This is an optimization exercise on Yosys and OpenROAD, whose aim is small area, a short achievable clock period and few clock cycles per item, not a production implementation. Only simulation tests tie the RTL to the original design; equivalence was not proved. Power is estimated from default activity; no workload was simulated.

## yarrow
==> flow/design.v (excerpt) <==
module yce_block_conv (
    input  wire         clk,
    input  wire         rst,             
    input  wire         in_valid,
    output wire         in_ready,
    input  wire         in_fmt,          
    input  wire         in_chroma,       
    input  wire [511:0] in_data,
    output reg          out_valid,
    input  wire         out_ready,
    output reg          out_chroma,
    output reg  [127:0] out_y,
    output reg  [63:0]  out_u,
    output reg  [63:0]  out_v
);
    reg         s_valid;
    reg         s_chroma;
    reg [383:0] s_px;                    
    reg         not_full;
    wire out_en = !out_valid || out_ready;
    wire s_en   = !s_valid || out_en;
    assign in_ready = not_full || out_ready;   
    wire [383:0] in_px;
    genvar n;
    generate
        for (n = 0; n < 16; n = n + 1) begin : g_in
            assign in_px[24*n +: 24] = in_fmt ? in_data[32*n +: 24] : in_data[24*n +: 24];
        end
    endgenerate
    wire s_valid_n   = s_en ? in_valid : s_valid;
    wire out_valid_n = out_en ? s_valid : out_valid;
    always @(posedge clk) begin
        if (rst) begin
            s_valid  <= 1'b0;
            not_full <= 1'b1;
        end else begin
            s_valid  <= s_valid_n;
            not_full <= !(s_valid_n && out_valid_n);
        end
        if (s_en) begin
            s_chroma <= in_chroma;
            s_px     <= in_px;
        end
    end
    wire [127:0] y_bytes;
    wire [63:0]  u_bytes;
    wire [63:0]  v_bytes;
    generate
        for (n = 0; n < 16; n = n + 1) begin : g_px
            wire [7:0] pb = s_px[24*n +: 8];
            wire [7:0] pg = s_px[24*n + 8 +: 8];
            wire [7:0] pr = s_px[24*n + 16 +: 8];
            wire [7:0] yb;
            wire y_s1, y_c2;
            yce_fa u_y_s1 (.a(pr[1]), .b(pr[6]), .c(pg[0]), .s(y_s1), .co(y_c2));
            wire y_s3, y_c4;
  ...
Size: about 780 I/O pins.
Settings: LEC_CHECK=0, CAP_MARGIN=20, CORE_MARGIN=2, CORE_UTILIZATION=60, PLACE_DENSITY=0.72, SLEW_MARGIN=20, SYNTH_HIERARCHICAL=1; clock period 10.0 ns.
standard.sh (not shown) runs the stock make flow with config.mk's settings and CLKGATE_MAP_FILE= SYNTH_SCRIPT=/design/flow/synth_recipe.tcl, a recipe that flattens the netlist after the stock synthesis.
==> flow/flow/run.sh <==
#!/bin/bash
# The standard layout (the standard.sh: standard synthesis, floorplan,
# placement, CTS, routing) with two changes to how it is made:
#  * timing repair aims for 5.3 ns of setup slack at the design's 10 ns
#    clock (a 4.7 ns period, which is what the design can reach) instead of
#    only 0 ns;
#  * the buffers that the flow puts on every input and output port are
#    sky130_fd_sc_hd__buf_1 instead of the cell buffer_ports picks by itself
#    (clkdlybuf4s50_1); repair may resize them as for any other cell.
# Each tool's output is in standard_flow.log and in orfs/logs/.
set -euo pipefail
bash standard.sh SETUP_SLACK_MARGIN=5.3 "BUFFER_PORTS_ARGS=-buffer_cell sky130_fd_sc_hd__buf_1" finish > standard_flow.log 2>&1
Testbench counts of yarrow, summed over its fixed seeds: cycles 6,008, items 6,000.
Modified inputs, juniper compared to yarrow
==> flow/flow/run.sh <==
#!/bin/bash
# The standard layout (the standard.sh: standard synthesis, floorplan,
# placement, CTS, routing) with two changes to how it is made:
#  * timing repair aims for 5.45 ns of setup slack at the design's 10 ns
#    clock (a 4.55 ns period, which is what the design can reach) instead of
#    only 0 ns;
#  * the buffers that the flow puts on every input and output port are
#    sky130_fd_sc_hd__buf_1 instead of the cell buffer_ports picks by itself
#    (clkdlybuf4s50_1); repair may resize them as for any other cell.
# Each tool's output is in standard_flow.log and in orfs/logs/.
set -euo pipefail
bash standard.sh SETUP_SLACK_MARGIN=5.45 "BUFFER_PORTS_ARGS=-buffer_cell sky130_fd_sc_hd__buf_1" finish > standard_flow.log 2>&1
### Flow results
- Taking yarrow as the reference, in juniper clock skew level; total power moved up; detailed-routing iteration count for the pre-antenna-repair pass moved down; total via count after detailed routing moved up; layout net count moved up.


Starting RTL as in the previous note.
==> flow/config.mk <==
export PLATFORM = sky130hd
export DESIGN_NAME = yce_block_conv
export DESIGN_NICKNAME = yce_block_conv
export VERILOG_FILES = /design/flow/design.v
export SDC_FILE = /design/flow/constraint.sdc
export NUM_CORES = 4
export LEC_CHECK = 0
export CAP_MARGIN = 20
export CORE_MARGIN = 2
export CORE_UTILIZATION = 60
export PLACE_DENSITY = 0.72
export SLEW_MARGIN = 20
export SYNTH_HIERARCHICAL = 1
export TNS_END_PERCENT = 10
==> flow/constraint.sdc <==
create_clock -name core_clock -period 10.0 [get_ports {clk}]
set_input_delay 2.0000 -clock core_clock [delete_from_list [all_inputs] [get_ports {clk}]]
set_output_delay 2.0000 -clock core_clock [all_outputs]
set_load 0.01 [all_outputs]
==> flow/flow/run.sh <==
#!/bin/bash
# The standard layout (the standard.sh: standard synthesis, floorplan,
# placement, CTS, routing) with two changes to how it is made:
#  * timing repair aims for 5.45 ns of setup slack at the design's 10 ns
#    clock (a 4.55 ns period, which is what the design can reach) instead of
#    only 0 ns;
#  * the buffers that the flow puts on every input and output port are
#    sky130_fd_sc_hd__buf_1 instead of the cell buffer_ports picks by itself
#    (clkdlybuf4s50_1); repair may resize them as for any other cell.
# Each tool's output is in standard_flow.log and in orfs/logs/.
set -euo pipefail
bash standard.sh SETUP_SLACK_MARGIN=5.45 "BUFFER_PORTS_ARGS=-buffer_cell sky130_fd_sc_hd__buf_1" finish > standard_flow.log 2>&1
Testbench counts at the start, summed over its fixed seeds: cycles 6,008, items 6,000.
Change:
--- a/flow/flow/run.sh
+++ b/flow/flow/run.sh
@@ -4,2 +4,2 @@
-#  * timing repair aims for 5.45 ns of setup slack at the design's 10 ns
-#    clock (a 4.55 ns period, which is what the design can reach) instead of
+#  * timing repair aims for 5.6 ns of setup slack at the design's 10 ns
+#    clock (a 4.4 ns period, which is what the design can reach) instead of
@@ -12 +12 @@
-bash standard.sh SETUP_SLACK_MARGIN=5.45 "BUFFER_PORTS_ARGS=-buffer_cell sky130_fd_sc_hd__buf_1" finish > standard_flow.log 2>&1
+bash standard.sh SETUP_SLACK_MARGIN=5.6 "BUFFER_PORTS_ARGS=-buffer_cell sky130_fd_sc_hd__buf_1" finish > standard_flow.log 2>&1
--- a/flow/config.mk
+++ b/flow/config.mk
@@ -14 +13,0 @@
-export TNS_END_PERCENT = 10
The changed run passed the timing, DRC and antenna checks.
Routed wire length is higher by about 1.7%.
Global-route usage is higher by 0.25 points.
Die area is unchanged.
Cell area is higher by about 1.5%.
Sequential cell count is unchanged.
Hold slack is worse by 7.6 ps.
Combinational power is higher by about 3%.
Register-to-register slack is better by 90 ps.
Setup slack is better by 93 ps.
Total power is higher by about 2%.


Setup of alpha:
yce_block_conv again, from the RTL that the note above started with.
export LEC_CHECK = 0
export ABC_AREA = 1
export CAP_MARGIN = 20
export CORE_MARGIN = 2
export CORE_UTILIZATION = 60
export PLACE_DENSITY = 0.72
export SLEW_MARGIN = 20
export SYNTH_HIERARCHICAL = 1
create_clock -name core_clock -period 10.0 [get_ports {clk}]
==> flow/flow/run.sh <==
#!/bin/bash
# The standard layout (the standard.sh: standard synthesis, floorplan,
# placement, CTS, routing) with two changes to how it is made:
#  * timing repair aims for 5.45 ns of setup slack at the design's 10 ns
#    clock (a 4.55 ns period, which is what the design can reach) instead of
#    only 0 ns;
#  * the buffers that the flow puts on every input and output port are
#    sky130_fd_sc_hd__buf_1 instead of the cell buffer_ports picks by itself
#    (clkdlybuf4s50_1); repair may resize them as for any other cell.
# Each tool's output is in standard_flow.log and in orfs/logs/.
set -euo pipefail
bash standard.sh SETUP_SLACK_MARGIN=5.45 "BUFFER_PORTS_ARGS=-buffer_cell sky130_fd_sc_hd__buf_1" finish > standard_flow.log 2>&1
Testbench counts of alpha, summed over its fixed seeds: cycles 6,008, items 6,000.
> inputs changed (alpha -> beta)
- ABC_AREA no longer set, was 1
- CTS_CLUSTER_SIZE now 30, previously not set
- CTS_CLUSTER_DIAMETER now 70, previously not set
--- outcome ---
- Summary — time the final worst path needs with I/O delays and setup, beta relative to alpha: higher, by 11 ps.
- Core utilization: beta vs alpha up 0.68 points
- beta vs alpha: simple-gate area share of the yosys netlist down in beta
- met2 track demand over resource for beta: 4.2 points down relative to alpha
- Non-filler instance count after layout (beta / alpha): 0.804
- Compared with alpha, in beta area overhead of the layout relative to synthesis rose by 1.4 points; gate count of the mapped netlist fell by 1,603; cell area fell by 2.8%; net count of the finished layout fell by 1,497; average routed wire per standard cell rose by 12%.

-- afterwards: timing with drivers on the ports --
In the flow no input, the clock included, has a driving cell. The finished layouts below were timed again as built, in two steps. Step 1, drivers: a clkbuf_16 drives clk and a buf_2 each remaining input, both assumed. Step 2 moves the port delays by t, midway between the first and last clock arrival at a register: inputs arrive t later, outputs are due t later. That takes back most of the time a late clock gives input paths. Slacks: no drivers / after step 1 / after step 2; pairs: no drivers / after step 1.
| run | t (ns) | setup slack, ns | worst setup path at the end | cell pins on the clock port's net |
|---|---|---|---|---|
| yarrow | 0.750 | 5.456 / 5.448 / 5.448 | input to output | 1 |
| juniper | 0.751 | 5.479 / 5.456 / 5.456 | input to output | 1 |
| the first run of note 2 | 0.751 | 5.459 / 5.447 / 5.447 | input to output | 1 |
| the second run of note 2 | 0.748 | 5.552 / 5.526 / 5.526 | input to output | 1 |
| alpha | 0.720 | 5.490 / 5.468 / 5.037 | input to register | 1 |
| beta | 0.749 | 5.479 / 5.455 / 5.455 | input to output | 1 |
After both steps setup and hold are still met in every run listed. The setup slack of alpha, which loses most, moves by -0.022 ns with the drivers and by -0.453 ns with both steps.
